This design comes from an exercise in tuning for small area, a short achievable clock period and few clock cycles on the open sky130 flow, not from production work. At most, simulation tests tie the RTL to the original design; equivalence was not proved. The RTL of runs 1 to 3 was laid out without a check of its function. Power figures rest on the tool's default switching activity, not on a simulated workload.

==> flow/design.v <==
module tpfc (
    input  wire        clk,
    input  wire        rst,
    output wire        ready,
    input  wire        reg_req,
    input  wire        reg_we,
    input  wire [5:0]  reg_addr,
    input  wire [31:0] reg_wdata,
    output reg  [31:0] reg_rdata,
    input  wire        fb_req,
    input  wire        fb_we,
    input  wire [16:0] fb_addr,
    input  wire [7:0]  fb_wdata,
    output reg  [7:0]  fb_rdata,
    input  wire        cmd_valid,
    input  wire [15:0] cmd
);
    localparam integer FB_SIZE     = 40;
    localparam integer MAX_PAYLOAD = 32;
    localparam [7:0]   TPIDX_MAX   = 8'd1;
    localparam [7:0]   SYNC1       = 8'hB5;
    localparam [7:0]   SYNC2       = 8'h62;
    localparam [3:0] E_OK     = 4'd0;
    localparam [3:0] E_RATIO  = 4'd1;
    localparam [3:0] E_INDEX  = 4'd2;
    localparam [3:0] E_TRUNC  = 4'd3;
    localparam [3:0] E_SYNC   = 4'd4;
    localparam [3:0] E_LENGTH = 4'd5;
    localparam [3:0] E_CKSUM  = 4'd6;
    localparam [3:0] E_ILLEGAL= 4'd7;
    localparam [3:0] E_RANGE  = 4'd8;
    localparam [1:0] M_RANGE = 2'd0;
    localparam [1:0] M_FRAME = 2'd1;
    localparam [1:0] M_VAL   = 2'd2;
    function [15:0] csa;
        input [7:0] a, b, c;
        begin
            csa[7:0]  = a ^ b ^ c;
            csa[15:8] = {((a[6:0] & b[6:0]) | (a[6:0] & c[6:0]) | (b[6:0] & c[6:0])), 1'b0};
        end
    endfunction
    reg [3:0]  err;
    reg        sealed;
    reg [7:0]  ck_a, ck_b;
    reg [7:0]  cls, id;
    reg [15:0] plen;
    reg [16:0] flen;
    reg [16:0] rstart, rcount;
    reg [7:0]  tpidx;
    reg [31:0] freq, freqlock, ratio, ratiolock;
    reg [15:0] antdelay, rfdelay;
    reg [31:0] userdelay, flags;
    reg [15:0] navbbr;
    reg [7:0]  resetmode;
    reg [31:0] fixed;
    wire [7:0] fb [0:FB_SIZE-1];      
    reg        busy;          
    reg        s1;            
    reg        s2;            
    reg        s2l;           
    reg        s1f;           
    reg        s2f;           
    reg        fin;           
    reg        val2;          
    reg        ma;            
    reg        r2f1;          
    reg        r2fl;          
    reg        tp1;           
    reg        tp2;           
    reg [1:0]  mode;
    reg        conv_sel;      
    reg [2:0]  vg;            
    reg        lastq;         
    reg [4:0]  gsel;          
    reg [7:0]  gmask;         
    reg [5:0]  ve;            
    reg [5:0]  e1;            
    reg [5:0]  raddr;         
    reg [7:0]  gq0, gq1, gq2;         
    reg [7:0]  wq0, wq1, wq2, wq3;    
    reg [32:0] cz;            
    assign ready = !busy;
    wire acc_cmd = !busy && !rst && cmd_valid;
    wire acc_reg = !busy && !rst && !cmd_valid && reg_req;
    wire acc_fb  = !busy && !rst && !cmd_valid && !reg_req && fb_req;
    function invalid_ratio;
        input [31:0] p;
        begin
            invalid_ratio = (p[30:23] == 8'd255) ||
                            (p[31] && p[30:0] != 31'd0) ||
                            (p[30:23] >= 8'd127);
        end
    endfunction
    wire ratio_bad = invalid_ratio(ratio);
    wire lock_bad  = invalid_ratio(ratiolock);
    wire [31:0] conv_in = conv_sel ? ratiolock : ratio;
    wire [7:0]  cv_r = 8'd126 - conv_in[30:23];    
    wire [32:0] cv_x0 = {1'b1, conv_in[22:0], 9'd0};
    wire [32:0] cv_x1 = cv_r[0] ? {1'd0,  cv_x0[32:1]}  : cv_x0;
    wire [32:0] cv_x2 = cv_r[1] ? {2'd0,  cv_x1[32:2]}  : cv_x1;
    wire [32:0] cv_x3 = cv_r[2] ? {4'd0,  cv_x2[32:4]}  : cv_x2;
    wire [32:0] cv_x4 = cv_r[3] ? {8'd0,  cv_x3[32:8]}  : cv_x3;
    wire [32:0] cv_x5 = cv_r[4] ? {16'd0, cv_x4[32:16]} : cv_x4;
    wire [32:0] cv_x6 = cv_r[5] ? {32'd0, cv_x5[32]}    : cv_x5;
    wire [32:0] cv_z  = (cv_r[7:6] != 2'd0) ? 33'd0 : cv_x6;
    wire [31:0] cv_out = cz[32:1] + {31'd0, cz[0]};
    always @(posedge clk)
        cz <= cv_z;
    always @(posedge clk) begin
        gq0 <= g3[7:0];
        gq1 <= g3[15:8];
        gq2 <= g2b[15:8];
        wq0 <= w3a[7:0];
        wq1 <= w3a[15:8];
        wq2 <= w3b[7:0];
        wq3 <= w3b[15:8];
    end
    wire [7:0] op  = cmd[15:8];
    wire [7:0] imm = cmd[7:0];
    wire       imm0 = (imm == 8'h00);
    wire d_ckclr   = (op == 8'h01) && imm0;
    wire d_ckbyte  = (op == 8'h02);
    wire d_ckrange = (op == 8'h03) && imm0;
    wire d_r2f     = (op == 8'h10) && (imm[7:1] == 7'd0);
    wire d_encode  = (op == 8'h20) && imm0;
    wire d_valid   = (op == 8'h21) && imm0;
    wire d_bldtp   = (op == 8'h30) && imm0;
    wire d_bldrst  = (op == 8'h31) && imm0;
    wire d_bldpoll = (op == 8'h32) && imm0;
    wire [15:0] ckb_c = csa(ck_a, ck_b, imm);
    wire [7:0]  ckb_a = ck_a + imm;
    wire [7:0]  ckb_b = ckb_c[7:0] + ckb_c[15:8];
    wire [17:0] range_end = {1'b0, rstart} + {1'b0, rcount};
    wire        range_bad = range_end > FB_SIZE;
    wire        range_nil = (rcount == 17'd0);
    wire [5:0]  range_e   = rstart[5:0] + rcount[5:0] - 6'd1;
    wire        plen_bad  = plen > MAX_PAYLOAD;
    wire        tpidx_bad = tpidx > TPIDX_MAX;
    wire        tp_ok     = !ratio_bad && !lock_bad && !tpidx_bad;
    wire [15:0] fb_len    = {fb[5], fb[4]};
    wire [16:0] flen_m8   = flen - 17'd8;
    wire        v_range   = flen > FB_SIZE;
    wire        v_trunc   = flen < 17'd8;
    wire        v_sync    = fb[0] != SYNC1 || fb[1] != SYNC2;
    wire        v_length  = {1'b0, fb_len} != flen_m8;
    wire        v_ok      = !v_range && !v_trunc && !v_sync && !v_length;
    wire go_encode = acc_cmd && d_encode && !plen_bad;
    wire go_tp     = acc_cmd && d_bldtp && tp_ok;
    wire go_rst    = acc_cmd && d_bldrst;
    wire go_poll   = acc_cmd && d_bldpoll && !tpidx_bad;
    wire go_hdr    = go_encode || go_tp || go_rst || go_poll;
    wire [7:0] h_cls   = d_encode ? cls : 8'h06;
    wire [7:0] h_id    = d_encode ? id : (d_bldrst ? 8'h04 : 8'h31);
    wire [7:0] h_len   = d_encode ? plen[7:0] :
                         (d_bldrst ? 8'd4 : (d_bldpoll ? 8'd1 : 8'd32));
    wire [7:0] h_lenhi = d_encode ? plen[15:8] : 8'd0;
    function [5:0] slot_byte;
        input integer sg, sj;
        begin
            if (sg == 0)
                slot_byte = (sj < 6) ? 34 + sj : sj - 6;
            else
                slot_byte = 8 * sg - 6 + sj;
        end
    endfunction
    wire [7:0] y [0:7];
    genvar j, q;
    generate
        for (j = 0; j < 8; j = j + 1) begin : g_y
            wire [7:0] t [0:4];
            for (q = 0; q < 5; q = q + 1) begin : g_q
                wire en = gsel[q] & gmask[j];
                assign t[q] = fb[slot_byte(q, j)] & {8{en}};
            end
            assign y[j] = t[0] | t[1] | t[2] | t[3] | t[4];
        end
    endgenerate
    wire [15:0] g1a = csa(y[0], y[1], y[2]);
    wire [15:0] g1b = csa(y[3], y[4], y[5]);
    wire [15:0] g2a = csa(g1a[7:0], g1a[15:8], g1b[7:0]);
    wire [15:0] g2b = csa(g1b[15:8], y[6], y[7]);
    wire [15:0] g3  = csa(g2a[7:0], g2a[15:8], g2b[7:0]);
    wire [7:0] w00 = {y[0][4:0], 3'd0};
    wire [7:0] w01 = y[1];
    wire [7:0] w02 = {y[1][6:0], 1'b0};
    wire [7:0] w03 = {y[1][5:0], 2'd0};
    wire [7:0] w04 = {y[2][6:0], 1'b0};
    wire [7:0] w05 = {y[2][5:0], 2'd0};
    wire [7:0] w06 = y[3];
    wire [7:0] w07 = {y[3][5:0], 2'd0};
    wire [7:0] w08 = {y[4][5:0], 2'd0};
    wire [7:0] w09 = y[5];
    wire [7:0] w10 = {y[5][6:0], 1'b0};
    wire [7:0] w11 = {y[6][6:0], 1'b0};
    wire [7:0] w12 = y[7];
    wire [15:0] w1a = csa(w00, w03, w05);
    wire [15:0] w1b = csa(w07, w08, w02);
    wire [15:0] w1c = csa(w04, w10, w11);
    wire [15:0] w1d = csa(w01, w06, w09);
    wire [15:0] w2a = csa(w1a[7:0], w1a[15:8], w1b[7:0]);
    wire [15:0] w2b = csa(w1b[15:8], w1c[7:0], w1c[15:8]);
    wire [15:0] w2c = csa(w1d[7:0], w1d[15:8], w12);
    wire [15:0] w3a = csa(w2a[7:0], w2a[15:8], w2b[7:0]);
    wire [15:0] w3b = csa(w2b[15:8], w2c[7:0], w2c[15:8]);
    wire [7:0]  sa0 = s2f ? 8'd0 : ck_a;
    wire [7:0]  sb0 = s2f ? 8'd0 : ck_b;
    wire [15:0] a1  = csa(sa0, gq0, gq1);
    wire [15:0] a2  = csa(a1[7:0], a1[15:8], gq2);
    wire [7:0]  nsa = a2[7:0] + a2[15:8];
    wire [15:0] b1a = csa(sb0, {sa0[4:0], 3'd0}, wq0);
    wire [15:0] b1b = csa(wq1, wq2, wq3);
    wire [15:0] b2a = csa(b1a[7:0], b1a[15:8], b1b[7:0]);
    wire [15:0] b3a = csa(b2a[7:0], b2a[15:8], b1b[15:8]);
    wire [7:0]  nsb = b3a[7:0] + b3a[15:8];
    wire [2:0]  tt  = ~ve[2:0];
    wire [15:0] f1  = csa(ck_b, ~(tt[0] ? ck_a : 8'd0), ~(tt[1] ? {ck_a[6:0], 1'b0} : 8'd0));
    wire [15:0] f2  = csa(f1[7:0], f1[15:8], ~(tt[2] ? {ck_a[5:0], 2'd0} : 8'd0));
    wire [15:0] f3  = csa(f2[7:0], f2[15:8], 8'd3);
    wire [7:0]  fb_b = f3[7:0] + f3[15:8];
    wire [5:0] rd_idx   = busy ? raddr : fb_addr[5:0];
    wire       rd_in    = busy || (fb_addr < 17'd40);
    wire [7:0] rd_byte  = rd_in ? fb[rd_idx] : 8'd0;
    wire [63:0] ra;      
    genvar k;
    generate
        for (k = 0; k < 64; k = k + 1) begin : g_ra
            assign ra[k] = (reg_addr == k);
        end
    endgenerate
    wire [31:0] rd_mux =
          ({32{ra[6'h00]}} & {27'd0, sealed, err})
        | ({32{ra[6'h01]}} & {16'd0, ck_b, ck_a})
        | ({32{ra[6'h02]}} & {24'd0, cls})
        | ({32{ra[6'h03]}} & {24'd0, id})
        | ({32{ra[6'h04]}} & {16'd0, plen})
        | ({32{ra[6'h05]}} & {15'd0, flen})
        | ({32{ra[6'h06]}} & {15'd0, rstart})
        | ({32{ra[6'h07]}} & {15'd0, rcount})
        | ({32{ra[6'h08]}} & {24'd0, tpidx})
        | ({32{ra[6'h09]}} & freq)
        | ({32{ra[6'h0A]}} & freqlock)
        | ({32{ra[6'h0B]}} & ratio)
        | ({32{ra[6'h0C]}} & ratiolock)
        | ({32{ra[6'h0D]}} & {16'd0, antdelay})
        | ({32{ra[6'h0E]}} & {16'd0, rfdelay})
        | ({32{ra[6'h0F]}} & userdelay)
        | ({32{ra[6'h10]}} & flags)
        | ({32{ra[6'h11]}} & {16'd0, navbbr})
        | ({32{ra[6'h12]}} & {24'd0, resetmode})
        | ({32{ra[6'h13]}} & fixed)
        | ({32{ra[6'h14]}} & {6'd0, 1'b0, 1'b0, TPIDX_MAX, SYNC2, SYNC1})
        | ({32{ra[6'h15]}} & MAX_PAYLOAD);
    always @(posedge clk) begin
        if (acc_reg && !reg_we)
            reg_rdata <= rd_mux;
        if ((acc_fb && !fb_we) || (busy && !val2))
            fb_rdata <= rd_byte;
    end
    wire wr_host = acc_fb && fb_we && (fb_addr < 17'd40);
    wire wr_ck   = fin && (mode == M_FRAME);
    wire [7:0] bus_ev = !busy ? fb_wdata : (e1[0] ? fb_b : ck_a);
    wire [7:0] bus_od = !busy ? fb_wdata : (e1[0] ? ck_a : fb_b);
    wire [255:0] tp_payload = {flags, userdelay, cv_out, cv_out, freqlock, freq,
                               rfdelay, antdelay, 16'h0000, 8'h01, tpidx};
    wire [31:0]  rst_payload = {8'h00, resetmode, navbbr};
    wire [8*FB_SIZE-1:0] tp_image  = {16'd0, tp_payload, 48'd0};
    wire [8*FB_SIZE-1:0] rst_image = {240'd0, rst_payload, 48'd0};
    wire [8*FB_SIZE-1:0] hdr_image = {272'd0, h_lenhi, h_len, h_id, h_cls, SYNC2, SYNC1};
    genvar g;
    generate
        for (g = 0; g < FB_SIZE; g = g + 1) begin : g_fb
            reg [7:0] b;
            assign fb[g] = b;
            wire sel_hdr = go_hdr && g < 6;
            wire sel_tp  = (go_tp && g >= 6 && g < 10) ||
                           (tp1 && g >= 10 && g < 26) ||
                           (tp1 && g >= 30 && g < 38) ||
                           (tp2 && g >= 26 && g < 30);
            wire sel_rst = go_rst && g >= 6 && g < 10;
            wire sel_pol = go_poll && g == 6;
            wire sel_bus = (wr_host && fb_addr[5:0] == g) ||
                           (wr_ck && (e1 == g || e1 + 6'd1 == g));
            always @(posedge clk) begin
                if (sel_hdr)
                    b <= hdr_image[g*8 +: 8];
                else if (sel_tp)
                    b <= tp_image[g*8 +: 8];
                else if (sel_rst)
                    b <= rst_image[g*8 +: 8];
                else if (sel_pol)
                    b <= tpidx;
                else if (sel_bus)
                    b <= (g % 2 == 0) ? bus_ev : bus_od;
            end
        end
    endgenerate
    wire [31:0] hw_data = rst ? 32'd0 : reg_wdata;
    wire        hw_we   = rst || (acc_reg && reg_we);
    always @(posedge clk) begin
        if (hw_we && (rst || reg_addr == 6'h06)) rstart    <= hw_data[16:0];
        if (hw_we && (rst || reg_addr == 6'h07)) rcount    <= hw_data[16:0];
        if (hw_we && (rst || reg_addr == 6'h08)) tpidx     <= hw_data[7:0];
        if (hw_we && (rst || reg_addr == 6'h09)) freq      <= hw_data;
        if (hw_we && (rst || reg_addr == 6'h0A)) freqlock  <= hw_data;
        if (hw_we && (rst || reg_addr == 6'h0B)) ratio     <= hw_data;
        if (hw_we && (rst || reg_addr == 6'h0C)) ratiolock <= hw_data;
        if (hw_we && (rst || reg_addr == 6'h0D)) antdelay  <= hw_data[15:0];
        if (hw_we && (rst || reg_addr == 6'h0E)) rfdelay   <= hw_data[15:0];
        if (hw_we && (rst || reg_addr == 6'h0F)) userdelay <= hw_data;
        if (hw_we && (rst || reg_addr == 6'h10)) flags     <= hw_data;
        if (hw_we && (rst || reg_addr == 6'h11)) navbbr    <= hw_data[15:0];
        if (hw_we && (rst || reg_addr == 6'h12)) resetmode <= hw_data[7:0];
    end
    function [4:0] slot_of;
        input [2:0] v;
        begin
            case (v)
                3'd1:    slot_of = 5'b00010;
                3'd2:    slot_of = 5'b00100;
                3'd3:    slot_of = 5'b01000;
                3'd4:    slot_of = 5'b10000;
                default: slot_of = 5'b00001;
            endcase
        end
    endfunction
    function [7:0] mask_from;
        input [2:0] lo;
        integer mj;
        begin
            for (mj = 0; mj < 8; mj = mj + 1)
                mask_from[mj] = (mj >= lo);
        end
    endfunction
    function [7:0] mask_to;
        input [2:0] hi;
        integer mj;
        begin
            for (mj = 0; mj < 8; mj = mj + 1)
                mask_to[mj] = (mj <= hi);
        end
    endfunction
    wire [5:0] rg_vs  = rstart[5:0] + 6'd6;
    wire [5:0] rg_ve  = range_e + 6'd6;
    wire       rg_one = (rg_vs[5:3] == rg_ve[5:3]);
    wire [7:0] rg_msk = mask_from(rg_vs[2:0]) & (rg_one ? mask_to(rg_ve[2:0]) : 8'hFF);
    wire [5:0] en_ve  = plen[5:0] + 6'd11;
    wire       en_one = (en_ve[5:3] == 3'd1);
    wire [7:0] en_msk = en_one ? mask_to(en_ve[2:0]) : 8'hFF;
    wire [5:0] va_ve  = flen[5:0] + 6'd3;
    wire       va_one = (va_ve[5:3] == 3'd1);
    wire [7:0] va_msk = va_one ? mask_to(va_ve[2:0]) : 8'hFF;
    reg [2:0] p_vg;
    reg       p_last;
    reg [7:0] p_msk;
    reg [5:0] p_ve, p_e1;
    reg [1:0] p_mode;
    always @(*) begin
        if (!op[5]) begin                        
            p_vg = rg_vs[5:3]; p_last = rg_one; p_msk = rg_msk;
            p_ve = rg_ve; p_e1 = range_e + 6'd1; p_mode = M_RANGE;
        end else if (!op[4]) begin
            if (!op[0]) begin                    
                p_vg = 3'd1; p_last = en_one; p_msk = en_msk;
                p_ve = en_ve; p_e1 = plen[5:0] + 6'd6; p_mode = M_FRAME;
            end else begin                       
                p_vg = 3'd1; p_last = va_one; p_msk = va_msk;
                p_ve = va_ve; p_e1 = flen[5:0] - 6'd2; p_mode = M_VAL;
            end
        end else if (op[1]) begin                
            p_vg = 3'd1; p_last = 1'b1; p_msk = 8'h1F;
            p_ve = 6'd12; p_e1 = 6'd7; p_mode = M_FRAME;
        end else if (op[0]) begin                
            p_vg = 3'd1; p_last = 1'b1; p_msk = 8'hFF;
            p_ve = 6'd15; p_e1 = 6'd10; p_mode = M_FRAME;
        end else begin                           
            p_vg = 3'd1; p_last = 1'b0; p_msk = 8'hFF;
            p_ve = 6'd43; p_e1 = 6'd38; p_mode = M_FRAME;
        end
    end
    wire go_fold = acc_cmd && ((d_ckrange && !range_bad && !range_nil) ||
                               (d_encode && !plen_bad) || (d_valid && v_ok) ||
                               (d_bldtp && tp_ok) || d_bldrst ||
                               (d_bldpoll && !tpidx_bad));
    wire       ck_byte = acc_cmd && d_ckbyte;
    wire       ck_zero = acc_cmd && (d_ckclr || (d_ckrange && !range_bad && range_nil));
    wire       cka_we  = rst || s2 || ck_byte || ck_zero;
    wire       ckb_we  = cka_we || fin;
    wire [7:0] cka_o   = ck_byte ? ckb_a : 8'd0;
    wire [7:0] ckb_o   = fin ? fb_b : (ck_byte ? ckb_b : 8'd0);
    wire [7:0] cka_d   = rst ? 8'd0 : (s2 ? nsa : cka_o);
    wire [7:0] ckb_d   = rst ? 8'd0 : (s2 ? nsb : ckb_o);
    always @(posedge clk) begin
        if (cka_we) ck_a <= cka_d;
        if (ckb_we) ck_b <= ckb_d;
    end
    always @(posedge clk) begin
        if (!busy) begin
            vg    <= p_vg;
            lastq <= p_last;
            gsel  <= slot_of(p_vg);
            gmask <= p_msk;
            ve    <= p_ve;
            e1    <= p_e1;
            raddr <= p_e1;
            mode  <= p_mode;
        end else begin
            if (s1) begin
                vg    <= vg_n;
                lastq <= last_n;
                gsel  <= slot_of(vg_n);
                gmask <= last_n ? mask_to(ve[2:0]) : 8'hFF;
            end
            if (s2l)
                raddr <= e1 + 6'd1;
        end
    end
    wire [2:0] vg_n   = vg + 3'd1;
    wire       last_n = (vg_n == ve[5:3]);
    always @(posedge clk) begin
        if (rst) begin
            busy      <= 1'b0;
            s1        <= 1'b0;
            s2        <= 1'b0;
            s2l       <= 1'b0;
            s1f       <= 1'b0;
            s2f       <= 1'b0;
            fin       <= 1'b0;
            val2      <= 1'b0;
            ma        <= 1'b0;
            r2f1      <= 1'b0;
            r2fl      <= 1'b0;
            tp1       <= 1'b0;
            tp2       <= 1'b0;
            conv_sel  <= 1'b0;
            err       <= E_OK;
            sealed    <= 1'b0;
            cls       <= 8'd0;
            id        <= 8'd0;
            plen      <= 16'd0;
            flen      <= 17'd0;
            fixed     <= 32'd0;
        end else begin
            if (acc_reg && reg_we) begin
                case (reg_addr)
                    6'h02: cls  <= reg_wdata[7:0];
                    6'h03: id   <= reg_wdata[7:0];
                    6'h04: plen <= reg_wdata[15:0];
                    6'h05: begin
                        flen   <= reg_wdata[16:0];
                        sealed <= 1'b0;
                    end
                    default: ;
                endcase
            end
            if (acc_fb && fb_we)
                sealed <= 1'b0;
            if (acc_cmd) begin
                if (d_ckclr || d_ckbyte) begin
                    err  <= E_OK;
                end else if (d_ckrange) begin
                    if (range_bad) begin
                        err <= E_RANGE;
                    end else if (range_nil) begin
                        err  <= E_OK;
                    end else begin
                        busy <= 1'b1;
                    end
                end else if (d_r2f) begin
                    if (imm[0] ? lock_bad : ratio_bad) begin
                        err <= E_RATIO;
                    end else begin
                        busy     <= 1'b1;
                        conv_sel <= imm[0];
                        r2fl     <= imm[0];
                        r2f1     <= !imm[0];
                    end
                end else if (d_encode) begin
                    if (plen_bad)
                        err <= E_RANGE;
                    else
                        busy <= 1'b1;
                end else if (d_valid) begin
                    if (!v_ok)
                        sealed <= 1'b0;
                    if (v_range)
                        err <= E_RANGE;
                    else if (v_trunc)
                        err <= E_TRUNC;
                    else if (v_sync)
                        err <= E_SYNC;
                    else if (v_length)
                        err <= E_LENGTH;
                    else
                        busy <= 1'b1;
                end else if (d_bldtp) begin
                    if (ratio_bad || lock_bad) begin
                        err <= E_RATIO;
                    end else if (tpidx_bad) begin
                        err <= E_INDEX;
                    end else begin
                        cls      <= 8'h06;
                        id       <= 8'h31;
                        plen     <= 16'd32;
                        conv_sel <= 1'b1;
                        tp1      <= 1'b1;
                        busy <= 1'b1;
                    end
                end else if (d_bldrst) begin
                    cls   <= 8'h06;
                    id    <= 8'h04;
                    plen  <= 16'd4;
                    busy <= 1'b1;
                end else if (d_bldpoll) begin
                    if (tpidx_bad) begin
                        err <= E_INDEX;
                    end else begin
                        cls   <= 8'h06;
                        id    <= 8'h31;
                        plen  <= 16'd1;
                        busy <= 1'b1;
                    end
                end else begin
                    err <= E_ILLEGAL;
                end
            end
            if (r2fl) begin
                r2fl <= 1'b0;
                r2f1 <= 1'b1;
            end
            if (r2f1) begin
                fixed    <= cv_out;
                err      <= E_OK;
                r2f1     <= 1'b0;
                conv_sel <= 1'b0;
                busy     <= 1'b0;
            end
            if (tp1) begin
                tp1 <= 1'b0;
                tp2 <= 1'b1;
            end
            if (tp2) begin
                tp2      <= 1'b0;
                conv_sel <= 1'b0;
            end
            if (go_fold) begin
                s1  <= 1'b1;
                s1f <= 1'b1;
            end
            s2  <= s1;
            s2f <= s1 && s1f;
            s2l <= s1 && lastq;
            if (s1) begin
                s1f <= 1'b0;
                if (lastq)
                    s1 <= 1'b0;
            end
            fin <= s2l;
            if (fin) begin
                ma   <= (ck_a == fb_rdata);
                case (mode)
                    M_RANGE: begin
                        busy <= 1'b0;
                        err  <= E_OK;
                    end
                    M_FRAME: begin
                        busy   <= 1'b0;
                        flen   <= {11'd0, e1} + 17'd2;
                        sealed <= 1'b1;
                        err    <= E_OK;
                    end
                    default: begin
                        val2 <= 1'b1;
                    end
                endcase
            end
            if (val2) begin
                val2 <= 1'b0;
                busy <= 1'b0;
                if (ma && ck_b == fb_rdata) begin
                    cls    <= fb[2];
                    id     <= fb[3];
                    plen   <= fb_len;
                    sealed <= 1'b1;
                    err    <= E_OK;
                end else begin
                    sealed <= 1'b0;
                    err    <= E_CKSUM;
                end
            end
        end
    end
endmodule
==> flow/run.sh <==
#!/bin/bash
# synth_recipe.tcl (not shown) runs the flow's synth.tcl, then flattens the netlist and writes it again
# the make line also repeats each setting of config.mk as NAME=value (left out here)
make -C /OpenROAD-flow-scripts/flow DESIGN_CONFIG=/design/flow/config.mk WORK_HOME=/design/flow/orfs CLKGATE_MAP_FILE= SYNTH_SCRIPT=/design/flow/synth_recipe.tcl finish
==> flow/config.mk <==
export PLATFORM = sky130hd
export DESIGN_NAME = tpfc
export DESIGN_NICKNAME = tpfc
export VERILOG_FILES = /design/flow/design.v
export SDC_FILE = /design/flow/constraint.sdc
export NUM_CORES = 4
export LEC_CHECK = 0
export CAP_MARGIN = 30
export CORE_MARGIN = 2
export CORE_UTILIZATION = 55
export PLACE_DENSITY = 0.7
export SETUP_SLACK_MARGIN = 5
export SLEW_MARGIN = 30
==> flow/constraint.sdc <==
create_clock -name core_clock -period 8.0 [get_ports {clk}]
set_input_delay 1.6000 -clock core_clock [delete_from_list [all_inputs] [get_ports {clk}]]
set_output_delay 1.6000 -clock core_clock [all_outputs]
set_load 0.01 [all_outputs]
==> flow_summary.json, run 1 <==
{
  "status": "did not finish",
  "lastStage": "global routing (5_1_grt)",
  "error": "[ERROR GRT-0232] Routing congestion too high. Check the congestion heatmap in the GUI.",
  "dp_hpwl_um": 208000,
  "synth_area_leaders": "edfxtp_1 40%, dfxtp_1 8.8%, fa_1 5.2%, a22oi_1 4.1%, nand2_1 3.7%",
  "synthCells": 4891,
  "grt_max_degree": 84,
  "port_buffers": 126,
  "synth_top_area_share_pct": 39.6,
  "cts_sinks": 885,
  "yosys.cell_types.count": 91,
  "syn-num-nets": 5229,
  "num_rows": 110,
  "worstEndpointType": "register input",
  "synth.yosys.seq_area_share_pct": 48.4,
  "io_pins": 127,
  "postSynth.asyncResetShare_pct": 0,
  "initial_utilization_pct": 55.7,
  "cts_htree_levels": 3,
  "root_buffer": "clkbuf_16",
  "die_w_um": 306,
  "cts_buffers": 93,
  "syn_area_um2": 50300,
  "grt_overflow_total": 154,
  "place.gp.congestion": 1.17,
  "grt_usage_pct": 78.0,
  "die_h_um": 306,
  "crit_endpoint": "g_fb[33].b[7]$_DFFE_PP_/D",
  "synth_top_cell_by_area": "edfxtp_1",
  "yosysWarnings": 1,
  "synth-edff-count": 663,
  "synth.avg_cell_area_um2": 10.3,
  "postCtsHoldBufs": 0,
  "clockBufferDepth": 3,
  "synth_seq_cells": 885,
  "ys.flop_type": "edfxtp_1"
}
power groups by stage:
stage | clock network [mW] | logic (mW) | registers [mW]
global placement | 0 | 4.43 | 5.70
floorplan | 0 | 3.02 | 5.52
CTS | 4.52 | 5.85 | 5.58
detailed placement | 0 | 4.63 | 5.71
repair_timing:
| item | 4_1_cts |
|---|---|
| cloned | 27 |
| setup endpoints to repair | 1291 |
| setup buffers | 505 |
| gates resized for setup | 1114 |
| pin swaps | 328 |
layer usage:
layer  GRT overflow  track usage (%)
met4             58             74.2
met2             92             91.5
met5              0             34.0
met3              3             64.6
met1              1             80.6
cell usage after synthesis, types with 49 or more instances:
cell type  instances
a211oi_1          64
a21o_1            67
a21oi_1          370
a221oi_1          76
a22o_1            89
a22oi_1          276
and2_1            51
clkbuf_1         263
dfxtp_1          222
edfxtp_1         663
fa_1             130
ha_1             122
inv_1            309
mux2i_1          102
nand2_1          495
nand2b_1          49
nand3_1          109
nand4_1           85
nor2_1           375
nor2b_1           96
nor3_1            73
nor4_1            52
o21ai_0           93
xnor2_1          126
xor2_1            67
cells by family after synthesis:
kind of cell	after synthesis	synth area share, %
flops	885	48.4
buf+inv	613	4.63
mux	148	3.06
fa+ha+maj	252	8.21
simple gates	1503	14.2
compound gates	1295	18.0
xor+xnor	195	3.45
how the worst max path moves through the flow:
| stage | start | end | cells after the start | slack (ps) |
|---|---|---|---|---|
| 2_1_floorplan | ve[0]$_DFFE_PN_ | g_fb[11].b[6]$_DFFE_PP_ | 15 | 4170 |
| 3_5_place_dp | cmd[13] | g_fb[2].b[2]$_DFFE_PP_ | 9 | 2640 |
| 4_1_cts | ve[0]$_DFFE_PN_ | g_fb[13].b[7]$_DFFE_PP_ | 18 | 3830 |
| 3_3_place_gp | cmd[13] | g_fb[2].b[2]$_DFFE_PP_ | 9 | 2710 |
stage by stage:
step	total power [mW]	cells	instance area (um2)	setup WS, ps	hold slack, ps
floorplan	8.54	4891	53100	4170	399
global placement	10.1	5971	54600	2710	407
detailed placement	10.3	5973	54700	2640	421
CTS	16.0	6681	66800	3830	435
==> run 2, diff against run 1 <==
--- a/flow/design.v
+++ b/flow/design.v
@@ -60,4 +60,7 @@
     reg        s2l;           
     reg        s1f;           
+    reg        ckr1, ckr2;    
+    reg        rbad, rnil;    
+    reg [2:0]  vslo;          
     reg        s2f;           
     reg        fin;           
@@ -77,4 +80,5 @@
     reg [5:0]  e1;            
     reg [5:0]  raddr;         
+    reg [7:0]  acc_a, acc_b;          
     reg [7:0]  gq0, gq1, gq2;         
     reg [7:0]  wq0, wq1, wq2, wq3;    
@@ -134,5 +138,4 @@
     wire        range_bad = range_end > FB_SIZE;
     wire        range_nil = (rcount == 17'd0);
-    wire [5:0]  range_e   = rstart[5:0] + rcount[5:0] - 6'd1;
     wire        plen_bad  = plen > MAX_PAYLOAD;
     wire        tpidx_bad = tpidx > TPIDX_MAX;
@@ -203,6 +206,6 @@
     wire [15:0] w3a = csa(w2a[7:0], w2a[15:8], w2b[7:0]);
     wire [15:0] w3b = csa(w2b[15:8], w2c[7:0], w2c[15:8]);
-    wire [7:0]  sa0 = s2f ? 8'd0 : ck_a;
-    wire [7:0]  sb0 = s2f ? 8'd0 : ck_b;
+    wire [7:0]  sa0 = s2f ? 8'd0 : acc_a;
+    wire [7:0]  sb0 = s2f ? 8'd0 : acc_b;
     wire [15:0] a1  = csa(sa0, gq0, gq1);
     wire [15:0] a2  = csa(a1[7:0], a1[15:8], gq2);
@@ -214,8 +217,8 @@
     wire [7:0]  nsb = b3a[7:0] + b3a[15:8];
     wire [2:0]  tt  = ~ve[2:0];
-    wire [15:0] f1  = csa(ck_b, ~(tt[0] ? ck_a : 8'd0), ~(tt[1] ? {ck_a[6:0], 1'b0} : 8'd0));
-    wire [15:0] f2  = csa(f1[7:0], f1[15:8], ~(tt[2] ? {ck_a[5:0], 2'd0} : 8'd0));
-    wire [15:0] f3  = csa(f2[7:0], f2[15:8], 8'd3);
-    wire [7:0]  fb_b = f3[7:0] + f3[15:8];
+    wire [15:0] f1  = csa(acc_b, ~(tt[0] ? acc_a : 8'd0), ~(tt[1] ? {acc_a[6:0], 1'b0} : 8'd0));
+    wire [15:0] f2  = csa(f1[7:0], {f1[15:9], 1'b1}, ~(tt[2] ? {acc_a[5:0], 2'd0} : 8'd0));
+    wire [8:0]  f3  = {f2[7:0], 1'b1} + {f2[15:9], 1'b1, 1'b1};
+    wire [7:0]  fb_b = f3[8:1];
     wire [5:0] rd_idx   = busy ? raddr : fb_addr[5:0];
     wire       rd_in    = busy || (fb_addr < 17'd40);
@@ -259,6 +262,6 @@
     wire wr_host = acc_fb && fb_we && (fb_addr < 17'd40);
     wire wr_ck   = fin && (mode == M_FRAME);
-    wire [7:0] bus_ev = !busy ? fb_wdata : (e1[0] ? fb_b : ck_a);
-    wire [7:0] bus_od = !busy ? fb_wdata : (e1[0] ? ck_a : fb_b);
+    wire [7:0] bus_ev = !busy ? fb_wdata : (e1[0] ? fb_b : acc_a);
+    wire [7:0] bus_od = !busy ? fb_wdata : (e1[0] ? acc_a : fb_b);
     wire [255:0] tp_payload = {flags, userdelay, cv_out, cv_out, freqlock, freq,
                                rfdelay, antdelay, 16'h0000, 8'h01, tpidx};
@@ -341,7 +344,8 @@
     endfunction
     wire [5:0] rg_vs  = rstart[5:0] + 6'd6;
-    wire [5:0] rg_ve  = range_e + 6'd6;
-    wire       rg_one = (rg_vs[5:3] == rg_ve[5:3]);
-    wire [7:0] rg_msk = mask_from(rg_vs[2:0]) & (rg_one ? mask_to(rg_ve[2:0]) : 8'hFF);
+    wire [5:0] rg_e1  = rstart[5:0] + rcount[5:0];
+    wire [5:0] rg_ve  = rg_e1 + 6'd5;
+    wire       rg_one = (vg == ve[5:3]);
+    wire [7:0] rg_msk = mask_from(vslo) & (rg_one ? mask_to(ve[2:0]) : 8'hFF);
     wire [5:0] en_ve  = plen[5:0] + 6'd11;
     wire       en_one = (en_ve[5:3] == 3'd1);
@@ -356,8 +360,5 @@
     reg [1:0] p_mode;
     always @(*) begin
-        if (!op[5]) begin                        
-            p_vg = rg_vs[5:3]; p_last = rg_one; p_msk = rg_msk;
-            p_ve = rg_ve; p_e1 = range_e + 6'd1; p_mode = M_RANGE;
-        end else if (!op[4]) begin
+        if (!op[4]) begin
             if (!op[0]) begin                    
                 p_vg = 3'd1; p_last = en_one; p_msk = en_msk;
@@ -378,19 +379,28 @@
         end
     end
-    wire go_fold = acc_cmd && ((d_ckrange && !range_bad && !range_nil) ||
-                               (d_encode && !plen_bad) || (d_valid && v_ok) ||
+    wire go_fold = (ckr2 && !rbad && !rnil) ||
+                   acc_cmd && ((d_encode && !plen_bad) || (d_valid && v_ok) ||
                                (d_bldtp && tp_ok) || d_bldrst ||
                                (d_bldpoll && !tpidx_bad));
     wire       ck_byte = acc_cmd && d_ckbyte;
-    wire       ck_zero = acc_cmd && (d_ckclr || (d_ckrange && !range_bad && range_nil));
-    wire       cka_we  = rst || s2 || ck_byte || ck_zero;
-    wire       ckb_we  = cka_we || fin;
-    wire [7:0] cka_o   = ck_byte ? ckb_a : 8'd0;
-    wire [7:0] ckb_o   = fin ? fb_b : (ck_byte ? ckb_b : 8'd0);
-    wire [7:0] cka_d   = rst ? 8'd0 : (s2 ? nsa : cka_o);
-    wire [7:0] ckb_d   = rst ? 8'd0 : (s2 ? nsb : ckb_o);
+    wire       ck_zero = (acc_cmd && d_ckclr) || (ckr2 && !rbad && rnil);
     always @(posedge clk) begin
-        if (cka_we) ck_a <= cka_d;
-        if (ckb_we) ck_b <= ckb_d;
+        if (rst) begin
+            ck_a <= 8'd0;
+            ck_b <= 8'd0;
+        end else if (fin) begin
+            ck_a <= acc_a;
+            ck_b <= fb_b;
+        end else if (ck_byte) begin
+            ck_a <= ckb_a;
+            ck_b <= ckb_b;
+        end else if (ck_zero) begin
+            ck_a <= 8'd0;
+            ck_b <= 8'd0;
+        end
+    end
+    always @(posedge clk) begin
+        acc_a <= nsa;
+        acc_b <= nsb;
     end
     always @(posedge clk) begin
@@ -404,4 +414,17 @@
             raddr <= p_e1;
             mode  <= p_mode;
+        end else if (ckr1) begin
+            vg    <= rg_vs[5:3];
+            vslo  <= rg_vs[2:0];
+            ve    <= rg_ve;
+            e1    <= rg_e1;
+            raddr <= rg_e1;
+            mode  <= M_RANGE;
+            rbad  <= range_bad;
+            rnil  <= range_nil;
+        end else if (ckr2) begin
+            lastq <= rg_one;
+            gsel  <= slot_of(vg);
+            gmask <= rg_msk;
         end else begin
             if (s1) begin
@@ -424,4 +447,6 @@
             s2l       <= 1'b0;
             s1f       <= 1'b0;
+            ckr1      <= 1'b0;
+            ckr2      <= 1'b0;
             s2f       <= 1'b0;
             fin       <= 1'b0;
@@ -459,11 +484,6 @@
                     err  <= E_OK;
                 end else if (d_ckrange) begin
-                    if (range_bad) begin
-                        err <= E_RANGE;
-                    end else if (range_nil) begin
-                        err  <= E_OK;
-                    end else begin
-                        busy <= 1'b1;
-                    end
+                    busy <= 1'b1;
+                    ckr1 <= 1'b1;
                 end else if (d_r2f) begin
                     if (imm[0] ? lock_bad : ratio_bad) begin
@@ -543,4 +563,16 @@
                 conv_sel <= 1'b0;
             end
+            if (ckr1)
+                ckr1 <= 1'b0;
+            ckr2 <= ckr1;
+            if (ckr2) begin
+                if (rbad) begin
+                    err  <= E_RANGE;
+                    busy <= 1'b0;
+                end else if (rnil) begin
+                    err  <= E_OK;
+                    busy <= 1'b0;
+                end
+            end
             if (go_fold) begin
                 s1  <= 1'b1;
@@ -557,5 +589,5 @@
             fin <= s2l;
             if (fin) begin
-                ma   <= (ck_a == fb_rdata);
+                ma   <= (acc_a == fb_rdata);
                 case (mode)
                     M_RANGE: begin
--- a/flow/config.mk
+++ b/flow/config.mk
@@ -8,6 +8,6 @@
 export CAP_MARGIN = 30
 export CORE_MARGIN = 2
-export CORE_UTILIZATION = 55
-export PLACE_DENSITY = 0.7
-export SETUP_SLACK_MARGIN = 5
+export CORE_UTILIZATION = 40
+export PLACE_DENSITY = 0.6
+export SETUP_SLACK_MARGIN = 4.5
 export SLEW_MARGIN = 30
==> flow_summary.json, run 2 <==
{
  "status": "timing/DRC/antenna clean",
  "path_max_fanout": 6,
  "yosys.cell_types.count": 84,
  "num-fill-cells": 11200,
  "yosys-top-cells-count": "644 x edfxtp_1, 510 x nand2_1, 401 x nor2_1",
  "fin_crit_sh_pct": 52.7,
  "slew-limit-headroom_pct": 25.9,
  "r2r_slack_ps": 3780,
  "grt_pass1_vias": 41900,
  "leakage_nw": 23.3,
  "yosysWarnings": 1,
  "synth.avg_cell_area_um2": 10.3,
  "post-route-util_pct": 50.2,
  "synthCells": 4825,
  "period_minus_slack_ps": 4220,
  "postSynth.asyncResetShare_pct": 0,
  "max_freq_mhz": 237,
  "dieArea_um2": 127000,
  "min_from": "r2fl$_SDFF_PP0_",
  "ys.flop_type": "edfxtp_1",
  "drt-initial-drc-count": 8214,
  "fin_skew_ps": 89.0,
  "drv_slew": 0,
  "worst_path_largest_cell_delay_ps": 510,
  "rsz0062_at_grt": "yes",
  "dpl_cell_area_um2": 54000,
  "grt_antenna_before_repair": 25,
  "path_class": "reg -> reg",
  "postCtsHoldBufs": 0,
  "layout_commonest_cell": "edfxtp_1",
  "largest_reg_flops": 320,
  "die_w_um": 357,
  "core_area_um2": 123000,
  "grt_busiest_layer": "met2",
  "r2r-start": "ve[0]$_DFFE_PP_",
  "post-route-cell-area_um2": 61900,
  "synth_top_area_share_pct": 38.9,
  "synth_most_common_cell": "edfxtp_1",
  "met2_usage_pct": 63.7,
  "top_regs": "g_fb.b: 320 flops, cz: 33 flops",
  "io_pins": 127,
  "root_buffer": "clkbuf_16",
  "tns_ps": 0,
  "clk_latency_ps": 790,
  "layout_common_cells": "644 x edfxtp_1, 454 x nand2_1, 314 x nor2_1",
  "wl_um": 290000,
  "cts_buffers": 103,
  "avgViaCountPerCell": 6.66,
  "cts_tree": "built",
  "min_path_type": "reg -> reg",
  "layout.nets": 5426,
  "rr_endpoint": "g_fb[36].b[4]$_DFFE_PP_",
  "synth_seq_cells": 907,
  "ff2ff_path_depth": 18,
  "path_cells": "buf_6 > nand2b_4 > fa_1 > inv_2 > fa_1 > ha_2 > inv_2 > fa_2 > buf_6 > xnor2_4 > buf_6 > nand2_2 > o211ai_1 > nand2_2 > nor2_4 > buf_12 > buf_12 > a21oi_1",
  "synth.yosys.seq_area_share_pct": 49.5,
  "cap_violations": 0,
  "cts_sinks": 907,
  "drtAntennaViolNets": 0,
  "die_h_um": 357,
  "grt_max_degree": 149,
  "holdPathStages": 1,
  "drcViolationCount": 0,
  "clockBufferDepth": 3,
  "port_buffers": 126,
  "worstPathRequired_ps": 8460,
  "via_count": 45600,
  "p_per_area_nw_per_um2": 251,
  "num_rows": 129,
  "first_pass_iters": 7,
  "cts_htree_levels": 3,
  "grt_pass1_wl_um": 381000,
  "route.detailed.wl_per_inst_um": 42.4,
  "worstPathArrival_ps": 4680,
  "initial_utilization_pct": 40.3,
  "startpoint_type": "flip-flop",
  "tightest_slew_ps": 1110,
  "cp_common_cell": "buf_6",
  "crit_slowest_cell": "fa_1",
  "synth-edff-count": 644,
  "dp_hpwl_um": 226000,
  "syn-num-nets": 5144,
  "syn2layout_area_growth_pct": 24.6,
  "grt_overflow_total": 0,
  "finalHoldViolations": 0,
  "grt_usage_pct": 44.8,
  "place.gp.congestion": 1.13,
  "clk_pin_slew_worst_paths_ps": 60,
  "ir_drop_mv": 0.558,
  "syn_area_um2": 49700,
  "hold_end": "r2fl$_SDFF_PP0_",
  "grt_use_met3_pct": 14.5,
  "synth_top_cell_by_area": "edfxtp_1",
  "drive_above_1_share_pct": 20.3,
  "p_total_mw": 15.5,
  "regMostFlops": "g_fb.b",
  "setup_violations": 0,
  "critPathCaptureType": "flip-flop",
  "met1_usage_pct": 59.2,
  "synth_area_leaders": "edfxtp_1 39%, dfxtp_1 11%, fa_1 5.2%, nand2_1 3.9%, a21oi_1 3.4%"
}
run 2: changes by cell type after synthesis, sizes merged, moves of 23 or more:
cell / delta
mux2i: +30
a22oi: -57
o221ai: -24
o21ai: +28
a21oi: -34
dfxtp: +41
mux2: -26
a22o: +31
nor2: +25
a211oi: +23
run 2: how the worst max path moves through the flow:
stage / startpoint / endpoint / slack (ps) / depth (start not counted)
after floorplan: cmd[7] / g_fb[2].b[0]$_DFFE_PP_ / 4060 / 9
after global placement: cmd[1] / g_fb[2].b[5]$_DFFE_PP_ / 2320 / 9
after detailed placement: fb_addr[3] / fb_rdata[5]$_SDFFCE_PN0P_ / 2550 / 9
after CTS: ve[0]$_DFFE_PP_ / g_fb[32].b[6]$_DFFE_PP_ / 3910 / 16
after global routing: ve[0]$_DFFE_PP_ / g_fb[34].b[4]$_DFFE_PP_ / 3770 / 18
final: ve[0]$_DFFE_PP_ / g_fb[36].b[4]$_DFFE_PP_ / 3780 / 18
run 2: metrics by stage:
| stage | hold WS, ps | instances | setup slack [ps] |
|---|---|---|---|
| final | 442 | 6841 | 3780 |
| after global routing | 461 | 6834 | 3770 |
| after CTS | 434 | 6761 | 3910 |
| after detailed placement | 426 | 6425 | 2550 |
| after global placement | 411 | 6420 | 2320 |
| after floorplan | 401 | 4825 | 4060 |
run 2: critical path: cells and delay by family, from the launching register on:
| family | cells | cell delay (ps) |
|---|---|---|
| DFF | 1 | 410 |
| and+or+nand+nor | 4 | 680 |
| AOI/OAI and AO/OA | 2 | 290 |
| adders and majority gates | 4 | 1530 |
| xor gates and xnor gates | 1 | 190 |
| buffers and inverters | 7 | 820 |
run 2: final cells by class:
| class | instances | area (um2) | share of cell area, % |
|---|---|---|---|
| clock buffer | 137 | 2910 | 4.70 |
| antenna | 7 | 17.5 | 0.0283 |
| multi-input combinational | 3335 | 25800 | 41.7 |
| timing repair buffer | 465 | 4750 | 7.67 |
| clock inverter | 58 | 619 | 1.00 |
| tap | 1637 | 2050 | 3.31 |
| inverter | 294 | 1130 | 1.82 |
| timing repair inverter | 1 | 7.51 | 0.0121 |
| sequential | 907 | 24600 | 39.8 |
run 2: kinds of logic after synthesis:
| logic type | synth area share, % |
|---|---|
| buffers and inverters | 4.43 |
| adders and majority gates | 7.83 |
| and+or+nand+nor | 13.9 |
| AOI/OAI and AO/OA | 17.9 |
| DFF | 49.5 |
| muxes | 3.16 |
| xor gates and xnor gates | 3.23 |
run 2: power breakdown:
group / switching (mW) / internal, mW
Sequential: 0.327 / 5.38
Clock: 2.19 / 2.78
Combinational: 2.72 / 2.13
Total: 5.24 / 10.3
run 2: per-layer routing:
metal / part of all wire, % / wire length, um / up-vias
li1: - / - / 18400
met1: 38 / 111000 / 22900
met2: 41 / 119000 / 3492
met3: 13 / 37700 / 805
met4: 7.7 / 22200 / 16
met5: 0.035 / 103 / -
run 2: timing repair:
action                     in CTS  in global routing
pin swaps                      91                 81
setup endpoints to repair     986                656
setup buffers                 136                 70
gates cloned                    5                  3
hold endpoints to repair        0                  0
resized for setup             505                174
==> run 3, diff against run 2 <==
--- a/flow/config.mk
+++ b/flow/config.mk
@@ -10,4 +10,4 @@
 export CORE_UTILIZATION = 40
 export PLACE_DENSITY = 0.6
-export SETUP_SLACK_MARGIN = 4.5
+export SETUP_SLACK_MARGIN = 5
 export SLEW_MARGIN = 30
==> flow_summary.json, run 3 <==
{
  "status": "timing/DRC/antenna clean",
  "yosys-top-cells-count": "644 x edfxtp_1, 510 x nand2_1, 401 x nor2_1",
  "grt_pass1_wl_um": 389000,
  "startpoint_type": "flip-flop",
  "route.detailed.wl_per_inst_um": 41.0,
  "cts_buffers": 101,
  "clk_latency_ps": 790,
  "clockBufferDepth": 3,
  "die_w_um": 357,
  "first_pass_iters": 7,
  "yosysWarnings": 1,
  "worst_path_largest_cell_delay_ps": 570,
  "synth_area_leaders": "edfxtp_1 39%, dfxtp_1 11%, fa_1 5.2%, nand2_1 3.9%, a21oi_1 3.4%",
  "dp_hpwl_um": 217000,
  "cp_common_cell": "a21o_1",
  "post-route-util_pct": 55.3,
  "leakage_nw": 26.1,
  "min_path_type": "reg -> reg",
  "path_max_fanout": 7,
  "critPathCaptureType": "flip-flop",
  "layout_common_cells": "644 x edfxtp_1, 420 x nand2_1, 368 x buf_4",
  "synth_most_common_cell": "edfxtp_1",
  "place.gp.congestion": 1.13,
  "largest_reg_flops": 320,
  "synthCells": 4825,
  "num-fill-cells": 10600,
  "dieArea_um2": 127000,
  "drtAntennaViolNets": 0,
  "fin_crit_sh_pct": 52.0,
  "setup_violations": 0,
  "crit_start": "ve[1]$_DFFE_PP_",
  "cts_tree": "built",
  "syn2layout_area_growth_pct": 37.3,
  "grt_pass1_vias": 44700,
  "cap_violations": 0,
  "tightest_slew_ps": 1110,
  "synth.yosys.seq_area_share_pct": 49.5,
  "root_buffer": "clkbuf_16",
  "initial_utilization_pct": 40.3,
  "synth_top_area_share_pct": 38.9,
  "layout.nets": 5787,
  "syn_area_um2": 49700,
  "synth_seq_cells": 907,
  "core_area_um2": 123000,
  "min_from": "r2fl$_SDFF_PP0_",
  "fin_skew_ps": 56.6,
  "grt_antenna_before_repair": 37,
  "ir_drop_mv": 0.432,
  "crit_slowest_cell": "or4_4",
  "syn-num-nets": 5144,
  "period_minus_slack_ps": 4160,
  "path_class": "reg -> reg",
  "max_freq_mhz": 240,
  "synth-edff-count": 644,
  "ys.flop_type": "edfxtp_1",
  "cts_sinks": 907,
  "avgViaCountPerCell": 6.65,
  "yosys.cell_types.count": 84,
  "rsz0062_at_grt": "yes",
  "via_count": 48000,
  "top_regs": "g_fb.b: 320 flops, cz: 33 flops",
  "drive_above_1_share_pct": 33.0,
  "postCtsHoldBufs": 0,
  "worstPathArrival_ps": 4810,
  "synth.avg_cell_area_um2": 10.3,
  "regMostFlops": "g_fb.b",
  "drv_slew": 0,
  "synth_top_cell_by_area": "edfxtp_1",
  "worstPathRequired_ps": 8650,
  "port_buffers": 126,
  "layout_commonest_cell": "edfxtp_1",
  "grt_max_degree": 141,
  "num_rows": 129,
  "die_h_um": 357,
  "tns_ps": 0,
  "drcViolationCount": 0,
  "postSynth.asyncResetShare_pct": 0,
  "grt_overflow_total": 0,
  "r2r-start": "ve[1]$_DFFE_PP_",
  "drt-initial-drc-count": 7789,
  "slew-limit-headroom_pct": 25.3,
  "grt_usage_pct": 45.3,
  "clk_pin_slew_worst_paths_ps": 70,
  "cts_htree_levels": 3,
  "finalHoldViolations": 0,
  "p_per_area_nw_per_um2": 234,
  "io_pins": 127,
  "path_cells": "buf_12 > nand2b_4 > fa_1 > inv_1 > fa_1 > inv_2 > ha_4 > a21o_1 > a21o_1 > a21o_1 > a21o_1 > or4_4 > nand3_4 > buf_12 > buf_8 > and2_4 > a21o_1",
  "wl_um": 295000
}
run 3: cells by family after synthesis:
logic type | Yosys count | share of synthesized area [%]
XOR/XNOR | 182 | 3.23
AO/OA/AOI/OAI | 1275 | 17.9
adder cells (fa/ha/maj) | 233 | 7.83
buffers and inverters | 584 | 4.43
flip-flops | 907 | 49.5
multiplexers | 153 | 3.16
AND/OR/NAND/NOR | 1491 | 13.9
run 3: critical path: cells and delay by family, from the launching register on:
kind                     cells  cell delay (ps)
adder cells (fa/ha/maj)      3             1200
AND/OR/NAND/NOR              4             1060
AO/OA/AOI/OAI                5              760
buffers and inverters        5              580
flip-flops                   1              430
run 3: path summary, 6_finish.rpt:
kind	end	slack, ps	depth (start not counted)
hold / removal	r2fl$_SDFF_PP0_	440	1
setup / recovery	g_fb[2].b[7]$_DFFE_PP_	3840	17
setup reg to reg	g_fb[2].b[7]$_DFFE_PP_	3840	17
hold reg to reg	r2fl$_SDFF_PP0_	440	1
run 3: per-stage QoR:
step | hold slack, ps | worst slack (ps) | cell area [um2] | std cells | power (mW)
2_1_floorplan | 401 | 4060 | 52100 | 4825 | 8.05
3_3_place_gp | 427 | 2650 | 54400 | 6398 | 9.35
3_5_place_dp | 424 | 2620 | 54600 | 6405 | 9.41
4_1_cts | 438 | 3930 | 66000 | 7068 | 15.5
5_1_grt | 457 | 3740 | 68200 | 7194 | 16.4
6_report | 444 | 3840 | 68300 | 7210 | 16.0
run 3: per-layer routing:
layer  part of all wire, %  vias up  track usage, %
met3                    14      982            18.3
met2                    40     3867            63.8
met5                  0.11        -               0
li1                      -    19100               -
met1                    37    24000            57.2
met4                   8.5       28            29.8
run 3: layout make-up:
cell class | count | area (um2) | area share, %
multi-input cells | 3344 | 28000 | 41.0
flip-flops and latches | 907 | 24700 | 36.1
repair buffers | 818 | 8800 | 12.9
clock buffers | 132 | 2810 | 4.12
well taps | 1637 | 2050 | 3.00
inverters | 294 | 1170 | 1.72
clock inverters | 59 | 702 | 1.03
diodes | 17 | 42.5 | 0.0623
repair inverters | 2 | 23.8 | 0.0348
run 3: power breakdown:
group | switching [mW] | total (mW) | internal, mW
combinational | 2.86 | 5.21 | 2.35
clock | 2.18 | 5.03 | 2.86
sequential | 0.328 | 5.71 | 5.38
total | 5.36 | 16.0 | 10.6
run 3: repair_timing:
action | 4_1_cts | 5_1_grt
cloned | 24 | 5
pin swaps | 341 | 227
endpoints found under the setup margin | 1184 | 791
resized for setup | 1141 | 313
buffers inserted | 448 | 120
==> run 4, diff against run 3 <==
--- a/flow/design.v
+++ b/flow/design.v
@@ -65,4 +65,5 @@
     reg        s2f;           
     reg        fin;           
+    reg        fin2;          
     reg        val2;          
     reg        ma;            
@@ -261,7 +262,6 @@
     end
     wire wr_host = acc_fb && fb_we && (fb_addr < 17'd40);
-    wire wr_ck   = fin && (mode == M_FRAME);
-    wire [7:0] bus_ev = !busy ? fb_wdata : (e1[0] ? fb_b : acc_a);
-    wire [7:0] bus_od = !busy ? fb_wdata : (e1[0] ? acc_a : fb_b);
+    wire wr_ck   = fin && (mode == M_FRAME);      
+    wire [7:0] bus = !busy ? fb_wdata : (fin2 ? ck_b : acc_a);
     wire [255:0] tp_payload = {flags, userdelay, cv_out, cv_out, freqlock, freq,
                                rfdelay, antdelay, 16'h0000, 8'h01, tpidx};
@@ -283,5 +283,6 @@
             wire sel_pol = go_poll && g == 6;
             wire sel_bus = (wr_host && fb_addr[5:0] == g) ||
-                           (wr_ck && (e1 == g || e1 + 6'd1 == g));
+                           (wr_ck && e1 == g) ||
+                           (fin2 && e1 == g - 1);
             always @(posedge clk) begin
                 if (sel_hdr)
@@ -294,5 +295,5 @@
                     b <= tpidx;
                 else if (sel_bus)
-                    b <= (g % 2 == 0) ? bus_ev : bus_od;
+                    b <= bus;
             end
         end
@@ -451,4 +452,5 @@
             s2f       <= 1'b0;
             fin       <= 1'b0;
+            fin2      <= 1'b0;
             val2      <= 1'b0;
             ma        <= 1'b0;
@@ -596,8 +598,5 @@
                     end
                     M_FRAME: begin
-                        busy   <= 1'b0;
-                        flen   <= {11'd0, e1} + 17'd2;
-                        sealed <= 1'b1;
-                        err    <= E_OK;
+                        fin2 <= 1'b1;
                     end
                     default: begin
@@ -606,4 +605,11 @@
                 endcase
             end
+            if (fin2) begin
+                fin2   <= 1'b0;
+                busy   <= 1'b0;
+                flen   <= {11'd0, e1} + 17'd2;
+                sealed <= 1'b1;
+                err    <= E_OK;
+            end
             if (val2) begin
                 val2 <= 1'b0;
--- a/flow/config.mk
+++ b/flow/config.mk
@@ -10,4 +10,4 @@
 export CORE_UTILIZATION = 40
 export PLACE_DENSITY = 0.6
-export SETUP_SLACK_MARGIN = 5
+export SETUP_SLACK_MARGIN = 4.2
 export SLEW_MARGIN = 30
==> flow_summary.json, run 4 <==
{
  "yosysWarnings": 1,
  "ys.flop_type": "edfxtp_1",
  "clockBufferDepth": 3,
  "route.detailed.wl_per_inst_um": 44.3,
  "cts_tree": "built",
  "min_path_type": "reg -> reg",
  "synth_area_leaders": "edfxtp_1 39%, dfxtp_1 11%, fa_1 5.2%, a22oi_1 3.5%, nor2_1 3.2%",
  "period_minus_slack_ps": 3960,
  "cap_violations": 0,
  "place.gp.congestion": 1.11,
  "drtAntennaViolNets": 0,
  "fin_skew_ps": 81.7,
  "num_rows": 129,
  "grt_antenna_before_repair": 22,
  "layout_common_cells": "644 x edfxtp_1, 396 x nor2_1, 367 x nand2_1",
  "max_freq_mhz": 253,
  "wl_um": 288000,
  "top_regs": "g_fb.b: 320 flops, cz: 33 flops",
  "startpoint_type": "flip-flop",
  "postCtsHoldBufs": 0,
  "finalHoldViolations": 0,
  "synth_most_common_cell": "edfxtp_1",
  "fin_crit_sh_pct": 49.5,
  "worstPathArrival_ps": 4280,
  "syn-num-nets": 4963,
  "core_area_um2": 123000,
  "num-fill-cells": 11400,
  "synth_seq_cells": 908,
  "critPathCaptureType": "flip-flop",
  "port_buffers": 126,
  "root_buffer": "clkbuf_16",
  "yosys.cell_types.count": 92,
  "postSynth.asyncResetShare_pct": 0,
  "die_w_um": 356,
  "drcViolationCount": 0,
  "crit_slowest_cell": "nand4_1",
  "p_per_area_nw_per_um2": 231,
  "syn_area_um2": 49700,
  "layout_commonest_cell": "edfxtp_1",
  "hold-worst-slack_ps": 428,
  "fin_ws_ps": 4040,
  "tightest_slew_ps": 1170,
  "cts_sinks": 908,
  "yosys-top-cells-count": "644 x edfxtp_1, 420 x nor2_1, 386 x nand2_1",
  "synthCells": 4645,
  "tns_ps": 0,
  "path_buf_inv": 0,
  "dp_slack_ps": 2020,
  "largest_reg_flops": 320,
  "synth.avg_cell_area_um2": 10.7,
  "path_max_fanout": 5,
  "post-route-util_pct": 47.2,
  "ir_drop_mv": 0.469,
  "die_h_um": 356,
  "synth_top_area_share_pct": 38.9,
  "grt_usage_pct": 44.7,
  "layout.nets": 5099,
  "grt_pass1_vias": 41000,
  "rsz0062_at_grt": "yes",
  "hold_end": "fin$_SDFF_PP0_",
  "io_pins": 127,
  "dieArea_um2": 127000,
  "r2r-start": "rstart[2]$_DFFE_PP_",
  "syn2layout_area_growth_pct": 17.2,
  "leakage_nw": 21.6,
  "path_cells": "ha_1 > o21ai_0 > nor2_1 > o21a_1 > nor2_1 > xor2_4 > o2111ai_1 > nor4_1 > nand4_1",
  "grt_pass1_wl_um": 380000,
  "setup_violations": 0,
  "p_total_mw": 13.4,
  "min_from": "s2l$_SDFF_PP0_",
  "dp_hpwl_um": 228000,
  "grt_max_degree": 194,
  "crit_family": "simple AND/OR/NAND/NOR gates",
  "regMostFlops": "g_fb.b",
  "synth.yosys.seq_area_share_pct": 49.5,
  "avgViaCountPerCell": 6.78,
  "slew-limit-headroom_pct": 21.6,
  "drive_above_1_share_pct": 13.5,
  "path_class": "reg -> reg",
  "synth-edff-count": 644,
  "worst_path_largest_cell_delay_ps": 560,
  "r2r_slack_ps": 4040,
  "cts_buffers": 102,
  "cts_htree_levels": 3,
  "clk_pin_slew_worst_paths_ps": 70,
  "status": "timing/DRC/antenna clean",
  "rr_endpoint": "rbad$_DFFE_PP_",
  "holdPathStages": 2,
  "ff2ff_path_depth": 9,
  "cp_common_cell": "nor2_1",
  "synth_top_cell_by_area": "edfxtp_1",
  "clk_latency_ps": 790,
  "worstPathRequired_ps": 8320,
  "grt_overflow_total": 0,
  "first_pass_iters": 7,
  "drt-initial-drc-count": 7732,
  "initial_utilization_pct": 40.2,
  "drv_slew": 0,
  "via_count": 44200
}
## run 4: cell count changes after synthesis, sizes merged, moves of 22 or more
cell | before | now
buf | 30 | 52
a32oi | 8 | 52
a21o | 82 | 201
inv | 293 | 189
a22o | 120 | 70
mux2 | 20 | 42
a21oi | 337 | 235
mux2i | 132 | 97
nand2 | 510 | 387
o21ai | 126 | 104
## run 4: layout make-up
type / count / area (um2) / area share [%]
diodes: 10 / 25.0 / 0.0430
well taps: 1637 / 2050 / 3.52
repair buffers: 341 / 3200 / 5.49
flip-flops and latches: 908 / 24600 / 42.3
clock buffers: 135 / 2790 / 4.79
clock inverters: 56 / 474 / 0.814
inverters: 191 / 733 / 1.26
multi-input cells: 3237 / 24300 / 41.8
## run 4: worst max-delay path by stage
stage / startpoint / end / depth (start not counted)
global route: rstart[2]$_DFFE_PP_ / rbad$_DFFE_PP_ / 9
finish: rstart[2]$_DFFE_PP_ / rbad$_DFFE_PP_ / 9
detailed placement: cmd[6] / g_fb[3].b[5]$_DFFE_PP_ / 8
floorplan: reg_addr[3] / flags[0]$_DFFE_PP_ / 8
global placement: cmd[6] / g_fb[4].b[5]$_DFFE_PP_ / 8
CTS: cmd_valid / g_fb[30].b[4]$_DFFE_PP_ / 7
## run 4: power breakdown
part	leakage (nW)	switching [mW]	total [mW]	internal [mW]
combinational	11.8	1.89	3.08	1.19
sequential	8.18	0.347	5.68	5.34
clock	1.60	2.11	4.68	2.57
## run 4: logic make-up (layout without fill, tap and decap cells)
group,Yosys count,in the layout,share of synthesized area (%)
AOI/OAI and AO/OA,1287,1288,18.9
DFF,908,908,49.5
and+or+nand+nor,1386,1386,13.3
other,0,10,0
adders and majority gates,232,232,7.80
muxes,148,148,3.31
buffers and inverters,501,723,3.92
xor gates and xnor gates,183,183,3.25
## run 4: metrics by stage
| step | instance area (um2) | std cells |
|---|---|---|
| floorplan | 49800 | 4645 |
| global placement | 53300 | 6246 |
| detailed placement | 53500 | 6251 |
| CTS | 57800 | 6485 |
| global route | 58200 | 6505 |
| finish | 58300 | 6515 |
## run 4: what timing repair did
| item | 4_1_cts | 5_1_grt |
|---|---|---|
| setup endpoints to repair | 557 | 329 |
| pin swaps | 29 | 14 |
| buffers inserted | 42 | 19 |
| cloned | 1 | 0 |
| gates resized for setup | 126 | 91 |
## run 4: worst min-delay path: stages, from the launching register on
cell and delay, ps:
dfxtp_1 290, inv_1 50, nor2_1 40
## run 4: metal layers
layer  routed length [um]  track usage (%)  share of wire, %
met3                35200             13.3                12
met1               113000             60.0                39
met4                21000             25.6               7.3
met5                   77                0             0.027
met2               119000             64.0                41
Testbench counts of run 4, summed over its fixed seeds: cycles 117,248.
==> run 5, diff against run 4 <==
--- a/flow/config.mk
+++ b/flow/config.mk
@@ -10,4 +10,4 @@
 export CORE_UTILIZATION = 40
 export PLACE_DENSITY = 0.6
-export SETUP_SLACK_MARGIN = 4.2
+export SETUP_SLACK_MARGIN = 4.5
 export SLEW_MARGIN = 30
==> flow_summary.json, run 5 <==
{
  "grt_usage_pct": 45.1,
  "r2r_slack_ps": 4270,
  "intPower_mw": 9.38,
  "avgViaCountPerCell": 6.83,
  "status": "timing/DRC/antenna clean",
  "syn-num-nets": 4963,
  "wl_um": 294000,
  "synth.avg_cell_area_um2": 10.7,
  "cts_tree": "built",
  "drtAntennaViolNets": 0,
  "finalNonFillerCells": 6626,
  "drive_above_1_share_pct": 18.2,
  "slew-limit-headroom_pct": 25.3,
  "drv_slew": 0,
  "yosys-top-cells-count": "644 x edfxtp_1, 420 x nor2_1, 386 x nand2_1",
  "route.detailed.wl_per_inst_um": 44.4,
  "finalHoldViolations": 0,
  "dp_hpwl_um": 227000,
  "critPathCaptureType": "flip-flop",
  "via_count": 45300,
  "dieArea_um2": 127000,
  "hold_end": "tp2$_SDFF_PP0_",
  "ys.flop_type": "edfxtp_1",
  "holdPathStages": 1,
  "leakage_nw": 22.7,
  "grt_max_degree": 145,
  "dp.cells": 6246,
  "synth-edff-count": 644,
  "p_sw_mw": 4.45,
  "grt_overflow_total": 0,
  "clk_latency_ps": 770,
  "port_buffers": 126,
  "seqPwrFrac_pct": 41.1,
  "multi_input_area_um2": 25300,
  "sw_frac_of_total_pct": 32.2,
  "regMostFlops": "g_fb.b",
  "worstPathArrival_ps": 3990,
  "die_h_um": 356,
  "grt_antenna_before_repair": 21,
  "grt_pass1_vias": 41500,
  "num-fill-cells": 11300,
  "top_regs": "g_fb.b: 320 flops, cz: 33 flops",
  "postSynth.asyncResetShare_pct": 0,
  "combinationalPowerShare_pct": 23.5,
  "setup_violations": 0,
  "min_from": "tp2$_SDFF_PP0_",
  "layout.nets": 5207,
  "tightest_slew_ps": 1120,
  "ff2ff_path_depth": 8,
  "path_class": "reg -> reg",
  "num_rows": 129,
  "tns_ps": 0,
  "cts_buffers": 101,
  "worst_path_largest_cell_delay_ps": 570,
  "first_pass_iters": 9,
  "synth_top_cell_by_area": "edfxtp_1",
  "cap_violations": 0,
  "layout_common_cells": "644 x edfxtp_1, 390 x nor2_1, 357 x nand2_1",
  "io_pins": 127,
  "fin_skew_ps": 66.6,
  "layout_commonest_cell": "edfxtp_1",
  "synth_seq_cells": 908,
  "synth.yosys.seq_area_share_pct": 49.5,
  "min_path_type": "reg -> reg",
  "yosys.cell_types.count": 92,
  "clockBufferDepth": 3,
  "synthCells": 4645,
  "yosysWarnings": 1,
  "ir_drop_mv": 0.509,
  "drt-initial-drc-count": 8005,
  "clk_pin_slew_worst_paths_ps": 70
}
[run 5: cell count changes in the layout (fill, tap and decap cells not counted), moves of 12 or more]
| cell | change |
|---|---|
| buf_12 | +25 |
| buf_4 | +50 |
| and2_4 | +13 |
| a22oi_2 | +13 |
| buf_6 | +18 |
| a21oi_1 | -12 |
| clkdlybuf4s50_1 | -18 |
| a22oi_1 | -13 |
[run 5: cell families after synthesis]
| kind of cell | synth area share (%) |
|---|---|
| fa+ha+maj | 7.80 |
| flops | 49.5 |
| simple gates | 13.3 |
| xor+xnor | 3.25 |
| compound gates | 18.9 |
| mux | 3.31 |
| buf+inv | 3.92 |
[run 5: final cells by class]
class                           count  share of cell area, %
Sequential cell                   908                   40.6
Timing Repair Buffer              444                   7.47
Clock inverter                     65                   1.23
Timing Repair inverter              1                 0.0144
Antenna cell                       13                 0.0536
Multi-Input combinational cell   3242                   41.6
Clock buffer                      125                   4.39
Inverter                          191                   1.21
Tap cell                         1637                   3.37
[run 5: routing by layer]
layer,vias up,global-route usage [%],wire length [um]
li1,18000,-,-
met1,23000,60.2,114000
met2,3515,64.5,121000
met3,781,13.3,36800
met4,14,27.0,21800
met5,-,0,96
[run 5: worst max-delay path by stage]
stage	from	endpoint	depth (start not counted)
after detailed placement	fb_addr[3]	fb_rdata[6]$_SDFFCE_PN0P_	11
final	rcount[1]$_DFFE_PP_	rbad$_DFFE_PP_	8
after CTS	ratiolock[25]$_DFFE_PP_	g_fb[5].b[2]$_DFFE_PP_	8
after global placement	fb_addr[3]	fb_rdata[6]$_SDFFCE_PN0P_	11
after global routing	rstart[0]$_DFFE_PP_	rbad$_DFFE_PP_	11
after floorplan	rst	g_fb[12].b[0]$_DFFE_PP_	8
[run 5: critical path: cells and delay by family (launching register included)]
kind | cells | cell delay [ps]
adders and majority gates | 1 | 470
buffers and inverters | 1 | 160
and+or+nand+nor | 3 | 1180
DFF | 1 | 570
AOI/OAI and AO/OA | 2 | 550
xor gates and xnor gates | 1 | 270
[run 5: what timing repair did]
item / in CTS / in global routing
endpoints found under the setup margin: 828 / 532
pin swaps: 69 / 63
resized for setup: 297 / 148
hold buffers: 0 / 0
setup buffers: 106 / 56
cloned: 8 / 7
[run 5: power by group through the flow]
stage / Combinational (mW) / Sequential [mW] / Clock [mW]
after floorplan: 1.96 / 5.55 / 0
after global placement: 2.90 / 5.78 / 0
after detailed placement: 2.96 / 5.78 / 0
after CTS: 3.11 / 5.67 / 4.89
after global routing: 3.49 / 5.69 / 5.08
final: 3.25 / 5.69 / 4.90
[run 5: metrics by stage]
step	cell area, um2	setup slack [ps]	util, %	hold WS (ps)	power (mW)
3_5_place_dp	53900	2380	43.6	392	8.74
6_report	60700	4270	49.2	400	13.8
5_1_grt	60700	4260	49.2	425	14.3
2_1_floorplan	50500	4180	-	398	7.51
3_3_place_gp	53700	2490	43.5	387	8.68
4_1_cts	59500	4340	48.2	401	13.7

Check on run 5: ideal ports give 4.268 ns setup slack; a clkbuf_16 on the clock port and buf_2 on the inputs give 4.268 ns; moving port delays by the midpoint clock arrival (0.816 ns) as well gives 3.569 ns.
